This design comes from an exercise in tuning for a short achievable clock period on the open sky130 flow, not from production work.
Function was checked by simulation only, so behaviour that the tests miss may differ from the original.
Power figures rest on the tool's default switching activity, not on a simulated workload.

Design fstc, start of the top module:
module fstc (
    input  wire        clk,
    input  wire        rst,
    input  wire        start,
    input  wire        tick,
    input  wire        rsp_valid,
    input  wire [1:0]  rsp_kind,
    input  wire [7:0]  rsp_b0,
    input  wire [7:0]  rsp_b1,
    output wire        rd_req,
    output wire [1:0]  rd_len,
    output wire        busy,
    output wire        valid,
    output wire        failed,
    output wire [2:0]  err,
    output wire [15:0] sr0,
    output wire [15:0] sr1,
    output wire [15:0] sr2,
    output wire [15:0] sr3,
    output wire [15:0] sr4,
    output wire [15:0] sr5,
    output wire [15:0] sr6,
    output wire [15:0] sr7,
    output wire [15:0] sr8,
    output wire [15:0] sr9,
    output wire [15:0] sr10,
    output wire [15:0] sr11,
    output wire [15:0] sr12,
    output wire [15:0] sr13,
    output wire [15:0] sr14,
    output wire [15:0] sr15
);
    localparam [2:0] PH_IDLE    = 3'd0;
    localparam [2:0] PH_SEARCH  = 3'd1;
    localparam [2:0] PH_LENGTH  = 3'd2;
    localparam [2:0] PH_PAYLOAD = 3'd3;
    localparam [2:0] PH_DONE    = 3'd4;
    localparam [2:0] PH_FAIL    = 3'd5;
    localparam [2:0] ERR_NONE     = 3'd0;
    localparam [2:0] ERR_RECEIVE  = 3'd1;
    localparam [2:0] ERR_TIMEOUT  = 3'd2;
    localparam [2:0] ERR_UNEXPECT = 3'd3;
    localparam [2:0] ERR_CHECKSUM = 3'd4;
    reg [2:0]   phase_q;
    reg [4:0]   idx_q;
    reg         req_q;
    reg [15:0]  elapsed_q;
    reg [12:0]  cks_q;           
    reg [15:0]  cks_exp_q;
    reg [2:0]   err_q;
    reg [191:0] buf_q;           
    reg [191:0] fld_q;           
    reg         busy_q;          
    reg         valid_q;         
    reg         failed_q;        
    reg         srch_q;          
    reg         len_q;           
    reg         pay_q;           
    reg         p26_q;           
    reg         idle_q;          
    reg         pollg_q;         
    reg         wait_s_q;        
    reg         wait_sg_q;       
    reg         wait_l_q;        
    reg         wait_lg_q;       
    reg         wait_p26_q;      
    reg         wait_lpg_q;      
    reg  [11:0] slot_q;          
    reg         gt_q;            
    reg         eq_q;            
    wire       k0     = (rsp_kind == 2'd0);
    wire       k3     = (rsp_kind == 2'd3);
  ...
Settings: LEC_CHECK=0, CAP_MARGIN=20, CORE_MARGIN=2, CORE_UTILIZATION=40, PLACE_DENSITY=0.6, SETUP_SLACK_MARGIN=4, SLEW_MARGIN=20, SYNTH_HIERARCHICAL=1, SYNTH_MINIMUM_KEEP_SIZE=0, TNS_END_PERCENT=5; clock period 6.5 ns.
run.sh (not shown) runs the stock make flow with config.mk's settings and CLKGATE_MAP_FILE= SYNTH_SCRIPT=/design/flow/synth_recipe.tcl, a recipe that flattens the netlist after the stock synthesis.
The baseline completed with no timing, DRC or antenna violations.
Change:
--- a/flow/config.mk
+++ b/flow/config.mk
@@ -14,3 +14,2 @@
 export SYNTH_HIERARCHICAL = 1
 export SYNTH_MINIMUM_KEEP_SIZE = 0
-export TNS_END_PERCENT = 5
After rerunning: The changed run completed without violations; die area stays the same; synthesized cell count stays the same; combinational power is higher by 44%; worst hold slack improved by 0.0082 ns; global-route usage is higher by 3.8 points; register-to-register slack improved by 0.19 ns; sequential share of layout area is lower by 4.9 points; utilization is higher by 6.3 points; routed wire length is higher by 22%; first-iteration DRC count is higher by 43%.


## run E
Another version of the RTL of fstc (not shown whole).
Size: ~290 I/O pins, roughly 16000 sq um of cells after synthesis.
Settings: LEC_CHECK=0, CAP_MARGIN=20, CORE_MARGIN=2, CORE_UTILIZATION=40, PLACE_DENSITY=0.6, SETUP_SLACK_MARGIN=4, SLEW_MARGIN=20, SYNTH_HIERARCHICAL=1, SYNTH_MINIMUM_KEEP_SIZE=0, TNS_END_PERCENT=5; clock period 6.5 ns.
What run K does differently from run E at the input level:
--- a/flow/config.mk
+++ b/flow/config.mk
@@ -13,4 +13,2 @@
 export SLEW_MARGIN = 20
-export SYNTH_HIERARCHICAL = 1
-export SYNTH_MINIMUM_KEEP_SIZE = 0
 export TNS_END_PERCENT = 5
Findings:
Run K finished every step from synthesis to the final layout, and the layout passed the timing, design-rule and antenna checks.
Max average routed wire per standard cell across run E and run K: run E
For run K, the first element of the critical path was rsp_b0[7], unlike run E, where it was rsp_b0[5].
When the final numbers for run E and run K were put side by side, the final area turned out to be smaller in run K.
Sequential share of layout area for run K: 0.89 points up relative to run E


fstc, a different RTL version from the one above (not shown whole).
Size: roughly 1200 cells after synthesis, roughly 300 flip-flops, about 0.014 sq mm of cells after synthesis.
make LEC_CHECK=0 CAP_MARGIN=20 CORE_MARGIN=2 CORE_UTILIZATION=40 PLACE_DENSITY=0.6 SETUP_SLACK_MARGIN=4 SLEW_MARGIN=20 SYNTH_HIERARCHICAL=1 SYNTH_MINIMUM_KEEP_SIZE=0 finish   # period 6.5 ns
Next try:
- SETUP_SLACK_MARGIN: 4 -> 3.3
Effect:
- setup slack gets worse by 0.0041 ns
- sequential power is about the same
- final cell count decreases by 5.8%
- global-route usage decreases by 2.4 points


Another version of the RTL of fstc (not shown whole).
For scale: about 320 flip-flops, ~290 I/O pins.
Settings: LEC_CHECK=0, CAP_MARGIN=20, CELL_PAD_IN_SITES_DETAIL_PLACEMENT=1, CORE_MARGIN=2, CORE_UTILIZATION=40, PLACE_DENSITY=0.6, SETUP_SLACK_MARGIN=3.3, SLEW_MARGIN=20, SYNTH_HIERARCHICAL=1, SYNTH_MINIMUM_KEEP_SIZE=0; clock period 6.5 ns.
The first run finished with timing, DRC and antenna clean.
Rerun with:
Settings changed: CELL_PAD_IN_SITES_DETAIL_PLACEMENT 1 to default, SETUP_SLACK_MARGIN 3.3 to 4.
Global-route usage increases by 1.5 points.
Area after synthesis is unchanged.
Non-clock buffer count went up by 125.
Wire length is higher by 9.9%.
Cell area is higher by 15%.
Final cell count came out higher by 6.3%.
Worst setup slack got worse by 0.074 ns.
Clock-buffer cell count rises by 2.
Worst hold slack stays flat.
Utilization climbs by 8.3 points.
Synthesized cell count stays the same.


## P
Another version of the RTL of fstc (not shown whole).
Size: ~1200 cells after synthesis, roughly 320 flip-flops, ~290 I/O pins.
## fstc
module fstc (
    input  wire        clk,
    input  wire        rst,
    input  wire        start,
    input  wire        tick,
    input  wire        rsp_valid,
    input  wire [1:0]  rsp_kind,
    input  wire [7:0]  rsp_b0,
    input  wire [7:0]  rsp_b1,
    output wire        rd_req,
    output wire [1:0]  rd_len,
    output wire        busy,
    output wire        valid,
    output wire        failed,
    output wire [2:0]  err,
    output wire [15:0] sr0,
    output wire [15:0] sr1,
    output wire [15:0] sr2,
    output wire [15:0] sr3,
    output wire [15:0] sr4,
    output wire [15:0] sr5,
    output wire [15:0] sr6,
    output wire [15:0] sr7,
    output wire [15:0] sr8,
    output wire [15:0] sr9,
    output wire [15:0] sr10,
    output wire [15:0] sr11,
    output wire [15:0] sr12,
    output wire [15:0] sr13,
    output wire [15:0] sr14,
    output wire [15:0] sr15
);
    localparam [2:0] PH_IDLE    = 3'd0;
    localparam [2:0] PH_SEARCH  = 3'd1;
    localparam [2:0] PH_LENGTH  = 3'd2;
    localparam [2:0] PH_PAYLOAD = 3'd3;
    localparam [2:0] PH_DONE    = 3'd4;
    localparam [2:0] PH_FAIL    = 3'd5;
    reg [2:0]   phase_q;
    reg [4:0]   idx_q;
    reg [15:0]  elapsed_q;
    reg [12:0]  cks_q;           
    reg [15:0]  cks_exp_q;
    reg [2:0]   err_q;
    reg [191:0] buf_q;           
    reg [15:0]  w_q;             
    reg [11:0]  wv_q;            
    reg         busy_q;          
    reg         idle_q;          
    reg         valid_q;         
    reg         failed_q;        
    reg         srch_q;          
    reg         len_q;           
    reg         pay_q;           
  ...
clock: 6.5 ns
lec_check: 0
cap_margin: 20
core_margin: 2
core_utilization: 60
place_density: 0.7
setup_slack_margin: 4
slew_margin: 20
synth_hierarchical: 1
synth_minimum_keep_size: 0
P completed every stage of the flow, and the final layout passed the timing, design-rule and antenna checks.
### P -> Q
# P
export LEC_CHECK = 0
export CAP_MARGIN = 20
export CORE_MARGIN = 2
export CORE_UTILIZATION = 60
export PLACE_DENSITY = 0.7
export SETUP_SLACK_MARGIN = 4
export SLEW_MARGIN = 20
export SYNTH_HIERARCHICAL = 1
export SYNTH_MINIMUM_KEEP_SIZE = 0
create_clock -name core_clock -period 6.5 [get_ports {clk}]
# Q
export LEC_CHECK = 0
export CAP_MARGIN = 20
export CORE_MARGIN = 2
export CORE_UTILIZATION = 40
export PLACE_DENSITY = 0.6
export SETUP_SLACK_MARGIN = 4
export SLEW_MARGIN = 20
export SYNTH_HIERARCHICAL = 1
export SYNTH_MINIMUM_KEEP_SIZE = 0
create_clock -name core_clock -period 6.5 [get_ports {clk}]
[summary]
No stage failed in Q, and the final checks on the layout all came back clean. Number of cells on the critical path, P and Q: smaller value in Q. ~same fraction of standard cell area that is sequential in P and Q. Looking at critical path capture point, the vc_q[2] result is from P; the rd_req one comes from Q. [compare] base=P new=Q: register-to-register slack went up by 0.49 ns; total power rose 2.0%; met2 wirelength from detailed routing now sits lower; first-pass GRT wire length now sits lower.

[port drivers added, routing unchanged]
In the flow no input, the clock included, has a driving cell. The finished layouts below were timed again as built, in two steps. Step 1 (the two cells are an assumption about what drives the block):
set clk [get_ports {clk}]
set_driving_cell -lib_cell sky130_fd_sc_hd__clkbuf_16 $clk
set_driving_cell -lib_cell sky130_fd_sc_hd__buf_2 [delete_from_list [all_inputs] $clk]
Step 2 also shifts input and output timing later by t, the mid clock arrival at the registers, as if the neighbouring blocks saw the same clock. a / b / c = ideal / step 1 / step 2; a / b = the first two.
run	shift t [ns]	setup WS [ns]	hold slack, ns
the first run of note 1	0.623	2.969 / 2.898 / 2.469	0.429 / 0.429 / 0.429
the second run of note 1	0.611	2.915 / 2.858 / 2.441	0.438 / 0.438 / 0.438
run E	0.619	2.364 / 2.271 / 2.026	0.441 / 0.441 / 0.441
run K	0.603	2.414 / 2.365 / 2.115	0.432 / 0.432 / 0.432
the first run of note 3	0.554	2.947 / 2.903 / 2.704	0.482 / 0.482 / 0.482
the second run of note 3	0.560	2.943 / 2.879 / 2.668	0.473 / 0.473 / 0.473
the first run of note 4	0.557	3.034 / 2.985 / 2.668	0.486 / 0.486 / 0.486
the second run of note 4	0.563	2.960 / 2.814 / 2.570	0.483 / 0.483 / 0.483
P	0.630	2.816 / 2.784 / 2.188	0.497 / 0.497 / 0.497
Q	0.568	3.007 / 2.873 / 2.648	0.484 / 0.484 / 0.484
After both steps setup and hold are still met in every run listed. For P, which loses most, drivers alone change the setup slack by -0.032 ns; drivers and shift together by -0.628 ns.
